Background: an optimization exercise with open tools, aiming at small area, a short achievable clock period and few clock cycles. Do not read the settings as production practice. At most, simulation tests tie the RTL to the original design; equivalence was not proved.

## epdq_dither
module epdq_dither #(
    parameter MAX_W = 12
) (
    input  wire        clk,
    input  wire        rst,
    input  wire        start,
    input  wire [1:0]  cfg_op,
    input  wire [2:0]  cfg_mode,
    input  wire [5:0]  cfg_width,
    input  wire [7:0]  cfg_thr_grey,
    input  wire [15:0] cfg_thr3,
    input  wire [15:0] cfg_thr4,
    input  wire [23:0] cfg_margin,
    input  wire [23:0] cfg_color_red,
    input  wire [23:0] cfg_color_yel,
    input  wire        in_valid,
    output reg         in_ready,
    input  wire [7:0]  in_r,
    input  wire [7:0]  in_g,
    input  wire [7:0]  in_b,
    output reg         out_valid,
    input  wire        out_ready,
    output reg  [1:0]  out_sym,
    output reg  [7:0]  out_luma,
    output reg  [23:0] out_q
);
For scale: about 3,700 cells after synthesis, about 580 flip-flops.
Settings: LEC_CHECK=0, ABC_AREA=1, CAP_MARGIN=20, CORE_MARGIN=2, CORE_UTILIZATION=50, PLACE_DENSITY=0.6, SLEW_MARGIN=20; clock period 30.0 ns.
run.sh (not shown) runs the stock make flow with config.mk's settings and CLKGATE_MAP_FILE= SYNTH_SCRIPT=/design/flow/synth_recipe.tcl, a recipe that flattens the netlist after the stock synthesis.
The first run completed with no timing, DRC or antenna violations.
==> next run, changes <==
--- a/flow/design.v
+++ b/flow/design.v
@@ -67,53 +67,61 @@
         end
     endfunction
     function gtm;
         input [7:0] a, b, m;
         reg [9:0] t;
         begin
             t = {2'b0, a} - {2'b0, b} - {2'b0, m} - 10'd1;
             gtm = ~t[9];
         end
     endfunction
-    reg v1, v2, sv, bub;
+    reg v1, vl, v2, sv, bub;
     wire full = out_valid & sv;
     wire m2   = v2 & ~full & ~bub;       
-    wire m1   = v1 & (smw ? ~v2 & ~bub : ~v2 | m2);
+    wire s2f  = smw ? ~v2 & ~bub : ~v2 | m2;
+    wire ml   = vl & s2f;                
+    wire m1   = v1 & (dgrey ? ~vl | ml : s2f);   
+    wire ld2  = dgrey ? ml : m1;         
     wire fire = in_valid & in_ready;
     wire pop  = out_valid & out_ready;
     wire v1_n  = fire | (v1 & ~m1);
-    wire v2_n  = m1 | (v2 & ~m2);
+    wire vl_n  = dgrey & (m1 | (vl & ~ml));
+    wire v2_n  = ld2 | (v2 & ~m2);
     wire ov_n  = (pop | ~out_valid) ? (sv | m2) : 1'b1;
     wire sv_n  = (pop | ~out_valid) ? (sv & m2) : (sv | m2);
     wire bub_n = m2 & smw;
     wire m2_nn = v2_n & ~(ov_n & sv_n) & ~bub_n;
-    wire rdy_n = ~v1_n | (smw ? ~v2_n & ~bub_n : ~v2_n | m2_nn);
+    wire s2f_n = smw ? ~v2_n & ~bub_n : ~v2_n | m2_nn;
+    wire rdy_n = ~v1_n | (dgrey ? ~vl_n | s2f_n : s2f_n);
     always @(posedge clk) begin
         if (rst) begin
             v1        <= 1'b0;
+            vl        <= 1'b0;
             v2        <= 1'b0;
             out_valid <= 1'b0;
             sv        <= 1'b0;
             bub       <= 1'b0;
             in_ready  <= 1'b1;
         end else begin
             v1        <= v1_n;
+            vl        <= vl_n;
             v2        <= v2_n;
             out_valid <= ov_n;
             sv        <= sv_n;
             bub       <= bub_n;
             in_ready  <= rdy_n;
         end
     end
+    wire s1_en = ~v1 | m1;
     reg [23:0] s1_px;
     always @(posedge clk)
-        if (in_ready)
+        if (s1_en)
             s1_px <= {in_r, in_g, in_b};
     reg [3:0]  x;                
     reg        row0;             
     reg signed [7:0] h0, h1, h2;         
     reg signed [7:0] g0, g1, g2;         
     reg signed [7:0] a00, a01, a02;      
     reg signed [4:0] a10, a11, a12;      
     reg [NE-1:0] ptr;            
     wire rowend = (x == w_q - 4'd1);
     wire xp0    = (x == 4'd1) | w1;      
@@ -131,27 +139,29 @@
     endgenerate
     wire          fold = smw ? bub : m2;
     wire [NE-1:0] rptr = (m2 & ~smw) ? ptr_n : ptr;
     wire          rrow0 = row0 & ~(m2 & rowend);
     wire [26:0] ls_out;
     wire [26:0] ls_sel = (dith & ~rrow0) ? ls_out : 27'd0;
     wire signed [8:0] rr0 = w1 ? (dith ? {a00[7], a00} : 9'sd0) : $signed(ls_sel[8:0]);
     wire signed [8:0] rr1 = w1 ? (dith ? {a01[7], a01} : 9'sd0) : $signed(ls_sel[17:9]);
     wire signed [8:0] rr2 = w1 ? (dith ? {a02[7], a02} : 9'sd0) : $signed(ls_sel[26:18]);
     wire [9:0]  s1_s  = {1'b0, s1_px[15:8], 1'b0} + {2'b0, s1_px[23:16]} + {2'b0, s1_px[7:0]};
-    wire [7:0]  s1_l  = s1_s[9:2];
-    wire [15:0] s1_lm = s1_l * 8'd171;       
-    wire [7:0]  o0    = dgrey ? s1_lm[15:8] : s1_px[23:16];
+    reg  [7:0]  sl_l;
+    always @(posedge clk)
+        if (m1)
+            sl_l <= s1_s[9:2];
+    wire [17:0] sl_lr = {10'd0, sl_l} * 18'd171 + {rr0[8], rr0, 8'd0};
     reg signed [9:0] p0, p1, p2;
     always @(posedge clk)
-        if (m1) begin
-            p0 <= $signed({2'b0, o0}) + rr0;
+        if (ld2) begin
+            p0 <= dgrey ? $signed(sl_lr[17:8]) : $signed({2'b0, s1_px[23:16]}) + rr0;
             p1 <= $signed({2'b0, s1_px[15:8]}) + rr1;
             p2 <= $signed({2'b0, s1_px[7:0]}) + rr2;
         end
     function [7:0] carried;
         input signed [9:0] p;
         input signed [7:0] hg;
         reg signed [12:0] s;
         begin
             s  = $signed({p, 3'b0}) + $signed({{2{hg[7]}}, hg, 3'b0}) - $signed({{5{hg[7]}}, hg});
             if (s[12])
After rerunning: Flip-flop and latch count increases by 9; clock-buffer cell count climbs by 4; routed wire length climbs by 1.3%; cell count rises by 1.4%; die area rises by 1.1%; fmax came out higher by 2.0%; synthesized area rose by 1.1%.
Testbench counts after the change, summed over its fixed seeds: cycles 13,078.
For the first run of this note, only the layout was checked, not whether the RTL still works.

* * *

Setup of the baseline:
The RTL this note starts from:
==> flow/design.v <==
module epdq_dither #(
    parameter MAX_W = 12
) (
    input  wire        clk,
    input  wire        rst,
    input  wire        start,
    input  wire [1:0]  cfg_op,
    input  wire [2:0]  cfg_mode,
    input  wire [5:0]  cfg_width,
    input  wire [7:0]  cfg_thr_grey,
    input  wire [15:0] cfg_thr3,
    input  wire [15:0] cfg_thr4,
    input  wire [23:0] cfg_margin,
    input  wire [23:0] cfg_color_red,
    input  wire [23:0] cfg_color_yel,
    input  wire        in_valid,
    output reg         in_ready,
    input  wire [7:0]  in_r,
    input  wire [7:0]  in_g,
    input  wire [7:0]  in_b,
    output reg         out_valid,
    input  wire        out_ready,
    output reg  [1:0]  out_sym,
    output reg  [7:0]  out_luma,
    output reg  [23:0] out_q
);
    localparam OP_DGREY  = 2'd1;
    localparam OP_DCOLOR = 2'd2;
    localparam M_BINARY = 3'd0;
    localparam M_BWR    = 3'd1;
    localparam M_BWY    = 3'd2;
    localparam M_BWYR   = 3'd3;
    localparam M_GRAY4  = 3'd4;
    localparam NE = MAX_W - 2;       
    reg [1:0]  op_q;
    reg [2:0]  mode_q;
    reg [3:0]  w_q;
    reg [7:0]  tg_q, l_q, c_q, my_q, mrb_q, mrg_q;
    reg [23:0] col2_q, red_q;
    always @(posedge clk) begin
        op_q   <= cfg_op;
        mode_q <= cfg_mode;
        w_q    <= cfg_width[3:0];
        tg_q   <= cfg_thr_grey;
        l_q    <= (cfg_mode == M_BWYR) ? cfg_thr4[7:0]  : cfg_thr3[7:0];
        c_q    <= (cfg_mode == M_BWYR) ? cfg_thr4[15:8] : cfg_thr3[15:8];
        my_q   <= cfg_margin[7:0];
        mrb_q  <= cfg_margin[15:8];
        mrg_q  <= cfg_margin[23:16];
        col2_q <= (cfg_mode == M_BWR) ? cfg_color_red : cfg_color_yel;
        red_q  <= cfg_color_red;
    end
    wire dgrey = (op_q == OP_DGREY);
    wire dith  = (op_q == OP_DGREY) || (op_q == OP_DCOLOR);
    wire w1    = (w_q == 4'd1);
    wire smw   = (w_q[3:2] == 2'b00);    
    function [23:0] symcol;
        input [1:0]  s;
        input [23:0] c2, c3;
        begin
            case (s)
                2'd0: symcol = 24'h000000;
                2'd1: symcol = 24'hFFFFFF;
                2'd2: symcol = c2;
                default: symcol = c3;
            endcase
        end
    endfunction
    function gtm;
        input [7:0] a, b, m;
        reg [9:0] t;
        begin
            t = {2'b0, a} - {2'b0, b} - {2'b0, m} - 10'd1;
            gtm = ~t[9];
        end
    endfunction
    reg vl, v2, sv, bub;
    wire full = out_valid & sv;
    wire m2   = v2 & ~full & ~bub;       
    wire s2f  = smw ? ~v2 & ~bub : ~v2 | m2;
    wire ml   = vl & s2f;                
    wire fire = in_valid & in_ready;
    wire ld2  = dgrey ? ml : fire;       
    wire en2  = dgrey ? ml : in_ready;
    wire pop  = out_valid & out_ready;
    wire vl_n  = dgrey & (fire | (vl & ~ml));
    wire v2_n  = ld2 | (v2 & ~m2);
    wire ov_n  = (pop | ~out_valid) ? (sv | m2) : 1'b1;
    wire sv_n  = (pop | ~out_valid) ? (sv & m2) : (sv | m2);
    wire bub_n = m2 & smw;
    wire full_n = (out_valid & ~out_ready) ? (sv | m2) : (sv & m2);
    wire s2f_n  = smw ? ~v2_n & ~bub_n : ~(v2_n & full_n);
    wire rdy_n  = dgrey ? ~vl_n | s2f_n : s2f_n;
    always @(posedge clk) begin
        if (rst) begin
            vl        <= 1'b0;
            v2        <= 1'b0;
            out_valid <= 1'b0;
            sv        <= 1'b0;
            bub       <= 1'b0;
            in_ready  <= 1'b1;
        end else begin
            vl        <= vl_n;
            v2        <= v2_n;
            out_valid <= ov_n;
            sv        <= sv_n;
            bub       <= bub_n;
            in_ready  <= rdy_n;
        end
    end
    reg [3:0]  x;                
    reg        row0;             
    reg signed [7:0] h0, h1, h2;         
    reg signed [7:0] g0, g1, g2;         
    reg signed [7:0] a00, a01, a02;      
    reg signed [4:0] a10, a11, a12;      
    reg [NE-1:0] ptr;            
    wire rowend = (x == w_q - 4'd1);
    wire xp0    = (x == 4'd1) | w1;      
    wire [3:0] wrap_at = smw ? w_q - 4'd2 : w_q - 4'd3;
    wire [NE-1:0] ptr_n;
    genvar k;
    generate
        for (k = 0; k < NE; k = k + 1) begin : g_ptr
            if (k == 0) begin : g_p0
                assign ptr_n[k] = |(ptr & ({{(NE-1){1'b0}}, 1'b1} << wrap_at)) | (w_q[3:1] == 3'd0);
            end else begin : g_pk
                assign ptr_n[k] = ptr[k - 1] & (wrap_at != k - 1);
            end
        end
    endgenerate
    wire          fold = smw ? bub : m2;
    wire [NE-1:0] rptr = (m2 & ~smw) ? ptr_n : ptr;
    wire          rrow0 = row0 & ~(m2 & rowend);
    wire [26:0] ls_out;
    wire [26:0] ls_sel = (dith & ~rrow0) ? ls_out : 27'd0;
    wire signed [8:0] rr0 = w1 ? (dith ? {a00[7], a00} : 9'sd0) : $signed(ls_sel[8:0]);
    wire signed [8:0] rr1 = w1 ? (dith ? {a01[7], a01} : 9'sd0) : $signed(ls_sel[17:9]);
    wire signed [8:0] rr2 = w1 ? (dith ? {a02[7], a02} : 9'sd0) : $signed(ls_sel[26:18]);
    wire [9:0]  in_s  = {1'b0, in_g, 1'b0} + {2'b0, in_r} + {2'b0, in_b};
    reg  [7:0]  sl_l;
    always @(posedge clk)
        if (in_ready)
            sl_l <= in_s[9:2];
    wire [17:0] sl_lr = {10'd0, sl_l} * 18'd171 + {rr0[8], rr0, 8'd0};
    reg signed [9:0] p0, p1, p2;
    always @(posedge clk)
        if (en2) begin
            p0 <= dgrey ? $signed(sl_lr[17:8]) : $signed({2'b0, in_r}) + rr0;
            p1 <= $signed({2'b0, in_g}) + rr1;
            p2 <= $signed({2'b0, in_b}) + rr2;
        end
    function [7:0] carried;
        input signed [9:0] p;
        input signed [7:0] hg;
        reg signed [12:0] s;
        begin
            s  = $signed({p, 3'b0}) + $signed({{2{hg[7]}}, hg, 3'b0}) - $signed({{5{hg[7]}}, hg});
            if (s[12])
                carried = 8'd0;
            else if (s[11])
                carried = 8'd255;
            else
                carried = s[10:3];
        end
    endfunction
    wire [7:0] v0 = carried(p0, g0);
    wire [7:0] vg = carried(p1, g1);
    wire [7:0] vb = carried(p2, g2);
    wire [9:0]  gs   = {1'b0, vg, 1'b0} + {2'b0, v0} + {2'b0, vb};
    wire [7:0]  gr   = gs[9:2];
    wire [10:0] tgd  = ({3'b0, v0} - {1'b0, tg_q, 2'b0}) + ({2'b0, vg, 1'b0} + {3'b0, vb});
    wire [10:0] tld  = ({3'b0, vb} - {1'b0, l_q, 2'b0}) + ({3'b0, v0} + {2'b0, vg, 1'b0});
    wire       grey  = ~tgd[10];
    wire       lowl  = tld[10];
    wire       r_gt_b = v0 > vb;
    wire       g_gt_b = vg > vb;
    wire is_red3 = gtm(v0, vb, mrb_q) && gtm(v0, vg, mrg_q);
    wire is_yel  = gtm(v0, vb, my_q)  && gtm(vg, vb, my_q);
    wire dark3   = lowl && (v0 < c_q);
    wire dark4   = lowl || (v0 < c_q && vg < c_q);
    reg [1:0] msym;
    always @(*) begin
        case (mode_q)
            M_BINARY: msym = {1'b0, grey};
            M_BWR:    msym = !r_gt_b ? {1'b0, grey} : dark3 ? 2'd0 : is_red3 ? 2'd2 : 2'd1;
            M_BWY:    msym = !(r_gt_b && g_gt_b) ? {1'b0, grey} : dark3 ? 2'd0 : is_yel ? 2'd2 : 2'd1;
            M_BWYR:   msym = !r_gt_b ? {1'b0, grey} : dark4 ? 2'd0 : is_red3 ? 2'd3 :
                             is_yel ? 2'd2 : 2'd1;
            M_GRAY4:  msym = gr[7:6];
            default:  msym = 2'd0;
        endcase
    end
    wire [1:0]  rsym  = dgrey ? {1'b0, v0[7]} : msym;
    wire [7:0]  rluma = dgrey ? v0 : gr;
    function [7:0] hsel;
        input [7:0] v;
        input [7:0] c2, c3;
        input [1:0] s;
        reg [8:0] d1, d2, d3;
        begin
            d1 = {1'b0, v} + 9'd257;
            d2 = {1'b0, v} - {1'b0, c2};
            d3 = {1'b0, v} - {1'b0, c3};
            hsel = ({8{s == 2'd0}} & {1'b0, v[7:1]}) |
                   ({8{s == 2'd1}} & d1[8:1]) |
                   ({8{s == 2'd2}} & d2[8:1]) |
                   ({8{s == 2'd3}} & d3[8:1]);
        end
    endfunction
    wire [7:0] hn0 = hsel(v0, col2_q[23:16], red_q[23:16], rsym);
    wire [7:0] hn1 = hsel(vg, col2_q[15:8],  red_q[15:8],  rsym);
    wire [7:0] hn2 = hsel(vb, col2_q[7:0],   red_q[7:0],   rsym);
    function [8:0] acc3;
        input signed [7:0] a;
        input signed [7:0] h;
        reg signed [11:0] t;
        begin
            t = {a[7], a, 3'b0} + {{4{h[7]}}, h} + {{3{h[7]}}, h, 1'b0};
            acc3 = t[11:3];
        end
    endfunction
    function [8:0] acc5;
        input signed [4:0] b;
        input signed [7:0] h;
        reg signed [11:0] t;
        begin
            t = {{4{b[4]}}, b, 3'b0} + {{4{h[7]}}, h} + {{2{h[7]}}, h, 2'b0};
            acc5 = t[11:3];
        end
    endfunction
    wire signed [7:0] hf0 = xp0 ? 8'sd0 : h0;
    wire signed [7:0] hf1 = xp0 ? 8'sd0 : h1;
    wire signed [7:0] hf2 = xp0 ? 8'sd0 : h2;
    wire signed [8:0] push0 = acc3(a00, hf0);
    wire signed [8:0] push1 = acc3(a01, hf1);
    wire signed [8:0] push2 = acc3(a02, hf2);
    wire signed [8:0] na00  = acc5(xp0 ? 5'sd0 : a10, h0);
    wire signed [8:0] na01  = acc5(xp0 ? 5'sd0 : a11, h1);
    wire signed [8:0] na02  = acc5(xp0 ? 5'sd0 : a12, h2);
    wire [26:0] push = {push2, push1, push0};
    always @(posedge clk) begin
        if (start) begin
            x    <= 4'd0;
            row0 <= 1'b1;
            h0 <= 8'sd0; h1 <= 8'sd0; h2 <= 8'sd0;
            g0 <= 8'sd0; g1 <= 8'sd0; g2 <= 8'sd0;
            a00 <= 8'sd0; a01 <= 8'sd0; a02 <= 8'sd0;
            a10 <= 5'sd0; a11 <= 5'sd0; a12 <= 5'sd0;
            ptr <= {{(NE-1){1'b0}}, 1'b1};
        end else begin
            if (m2) begin
                x    <= rowend ? 4'd0 : x + 4'd1;
                if (rowend)
                    row0 <= 1'b0;
                h0 <= hn0; h1 <= hn1; h2 <= hn2;
                g0 <= (dith & ~rowend) ? hn0 : 8'sd0;
                g1 <= (dith & ~rowend) ? hn1 : 8'sd0;
                g2 <= (dith & ~rowend) ? hn2 : 8'sd0;
            end
            if (fold) begin
                a00 <= na00[7:0]; a01 <= na01[7:0]; a02 <= na02[7:0];
                a10 <= h0[7:3]; a11 <= h1[7:3]; a12 <= h2[7:3];
                ptr <= ptr_n;
            end
        end
    end
    wire [26:0] ls_terms [0:NE-1];
    generate
        for (k = 0; k < NE; k = k + 1) begin : g_ls
            reg [26:0] st;
            always @(posedge clk)
                if (fold & ptr[k])
                    st <= push;
            if (k == 0) begin : g_first
                assign ls_terms[k] = rptr[k] ? st : 27'd0;
            end else begin : g_next
                assign ls_terms[k] = ls_terms[k - 1] | (rptr[k] ? st : 27'd0);
            end
        end
    endgenerate
    assign ls_out = ls_terms[NE - 1];
    reg [1:0] sk_sym;
    reg [7:0] sk_luma;
    wire [1:0] q_sym = sv ? sk_sym : rsym;
    always @(posedge clk) begin
        if (pop | ~out_valid) begin
            out_sym  <= q_sym;
            out_luma <= sv ? sk_luma : rluma;
            out_q    <= symcol(q_sym, col2_q, red_q);
        end
        if (m2) begin
            sk_sym  <= rsym;
            sk_luma <= rluma;
        end
    end
endmodule
==> flow/config.mk <==
export PLATFORM = sky130hd
export DESIGN_NAME = epdq_dither
export DESIGN_NICKNAME = epdq_dither
export VERILOG_FILES = /design/flow/design.v
export SDC_FILE = /design/flow/constraint.sdc
export NUM_CORES = 4
export LEC_CHECK = 0
export ABC_AREA = 1
export CAP_MARGIN = 40
export CORE_MARGIN = 2
export CORE_UTILIZATION = 50
export PLACE_DENSITY = 0.6
export SLEW_MARGIN = 60
==> flow/constraint.sdc <==
create_clock -name core_clock -period 30.0 [get_ports {clk}]
set_input_delay 6.0000 -clock core_clock [delete_from_list [all_inputs] [get_ports {clk}]]
set_output_delay 6.0000 -clock core_clock [all_outputs]
set_load 0.01 [all_outputs]
The baseline: PASS, flow complete, no timing, DRC or antenna violations
For the candidate, these inputs were changed with respect to the baseline:
diff --git a/flow/design.v b/flow/design.v
--- a/flow/design.v
+++ b/flow/design.v
@@ -75,23 +75,25 @@
         end
     endfunction
-    reg vl, v2, sv, bub;
+    reg v1, vl, v2, sv, bub;
     wire full = out_valid & sv;
     wire m2   = v2 & ~full & ~bub;       
     wire s2f  = smw ? ~v2 & ~bub : ~v2 | m2;
     wire ml   = vl & s2f;                
+    wire m1   = v1 & (dgrey ? ~vl | ml : s2f);   
+    wire ld2  = dgrey ? ml : m1;         
     wire fire = in_valid & in_ready;
-    wire ld2  = dgrey ? ml : fire;       
-    wire en2  = dgrey ? ml : in_ready;
     wire pop  = out_valid & out_ready;
-    wire vl_n  = dgrey & (fire | (vl & ~ml));
+    wire v1_n  = fire | (v1 & ~m1);
+    wire vl_n  = dgrey & (m1 | (vl & ~ml));
     wire v2_n  = ld2 | (v2 & ~m2);
     wire ov_n  = (pop | ~out_valid) ? (sv | m2) : 1'b1;
     wire sv_n  = (pop | ~out_valid) ? (sv & m2) : (sv | m2);
     wire bub_n = m2 & smw;
-    wire full_n = (out_valid & ~out_ready) ? (sv | m2) : (sv & m2);
-    wire s2f_n  = smw ? ~v2_n & ~bub_n : ~(v2_n & full_n);
-    wire rdy_n  = dgrey ? ~vl_n | s2f_n : s2f_n;
+    wire m2_nn = v2_n & ~(ov_n & sv_n) & ~bub_n;
+    wire s2f_n = smw ? ~v2_n & ~bub_n : ~v2_n | m2_nn;
+    wire rdy_n = ~v1_n | (dgrey ? ~vl_n | s2f_n : s2f_n);
     always @(posedge clk) begin
         if (rst) begin
+            v1        <= 1'b0;
             vl        <= 1'b0;
             v2        <= 1'b0;
@@ -101,4 +103,5 @@
             in_ready  <= 1'b1;
         end else begin
+            v1        <= v1_n;
             vl        <= vl_n;
             v2        <= v2_n;
@@ -109,4 +112,9 @@
         end
     end
+    wire s1_en = ~v1 | m1;
+    reg [23:0] s1_px;
+    always @(posedge clk)
+        if (s1_en)
+            s1_px <= {in_r, in_g, in_b};
     reg [3:0]  x;                
     reg        row0;             
@@ -138,16 +146,16 @@
     wire signed [8:0] rr1 = w1 ? (dith ? {a01[7], a01} : 9'sd0) : $signed(ls_sel[17:9]);
     wire signed [8:0] rr2 = w1 ? (dith ? {a02[7], a02} : 9'sd0) : $signed(ls_sel[26:18]);
-    wire [9:0]  in_s  = {1'b0, in_g, 1'b0} + {2'b0, in_r} + {2'b0, in_b};
+    wire [9:0]  s1_s  = {1'b0, s1_px[15:8], 1'b0} + {2'b0, s1_px[23:16]} + {2'b0, s1_px[7:0]};
     reg  [7:0]  sl_l;
     always @(posedge clk)
-        if (in_ready)
-            sl_l <= in_s[9:2];
+        if (m1)
+            sl_l <= s1_s[9:2];
     wire [17:0] sl_lr = {10'd0, sl_l} * 18'd171 + {rr0[8], rr0, 8'd0};
     reg signed [9:0] p0, p1, p2;
     always @(posedge clk)
-        if (en2) begin
-            p0 <= dgrey ? $signed(sl_lr[17:8]) : $signed({2'b0, in_r}) + rr0;
-            p1 <= $signed({2'b0, in_g}) + rr1;
-            p2 <= $signed({2'b0, in_b}) + rr2;
+        if (ld2) begin
+            p0 <= dgrey ? $signed(sl_lr[17:8]) : $signed({2'b0, s1_px[23:16]}) + rr0;
+            p1 <= $signed({2'b0, s1_px[15:8]}) + rr1;
+            p2 <= $signed({2'b0, s1_px[7:0]}) + rr2;
         end
     function [7:0] carried;
The candidate ran to completion and came out clean on the timing, DRC and antenna checks. Smallest setup slack after layout was higher in the candidate than in the baseline. From the baseline to the candidate the numbers moved as follows: cell area rose 670 um^2, fraction of cell area in non-clock buffers closely matched the old numbers. The candidate vs the baseline — synthesized cell count climbed slightly. Between the baseline and the candidate, the utilization figures differ only marginally. Relative to the baseline, weighted congestion at the end of routability-driven global placement has increased by about 3% in the candidate. Basic-gate share of the synthesized area counting and, or, nand and nor cells sits lower in the candidate than in the baseline. The baseline → the candidate: number of nets in the final layout went up 0.50%; number of cells on the critical path went down 11; overall routed net length went down 1.0 mm; final critical path time including I/O delays and setup went down 0.89 ns.
Testbench counts of the candidate, summed over its fixed seeds: cycles 13,078.
No functional check of the RTL was part of the baseline.

port drivers added, routing unchanged:
No port has a modelled driver above. Below, the same layouts with a new extraction and two added sets of constraints. Step 1: set_driving_cell puts a clkbuf_16 on clk and a buf_2 on each other input, an assumption about the parent block. Step 2 moves the port delays by t, midway between the first and last clock arrival at a register: inputs arrive t later, outputs are due t later. That takes back most of the time a late clock gives input paths. Slacks: ideal ports / drivers / drivers and shift; pairs: ideal ports / drivers.
run | t (ns) | setup WS [ns] | cell pins on the clock port's net
the first run of note 1 | 0.684 | 21.832 / 21.832 / 21.832 | 1
the second run of note 1 | 0.696 | 21.995 / 21.995 / 21.995 | 1
the baseline | 0.659 | 21.441 / 21.483 / 20.824 | 1
the candidate | 0.667 | 22.335 / 22.277 / 22.443 | 1
After both steps every run listed still meets setup and hold. The setup slack of the baseline, which loses most, moves by +0.042 ns with the drivers and by -0.617 ns with both steps.
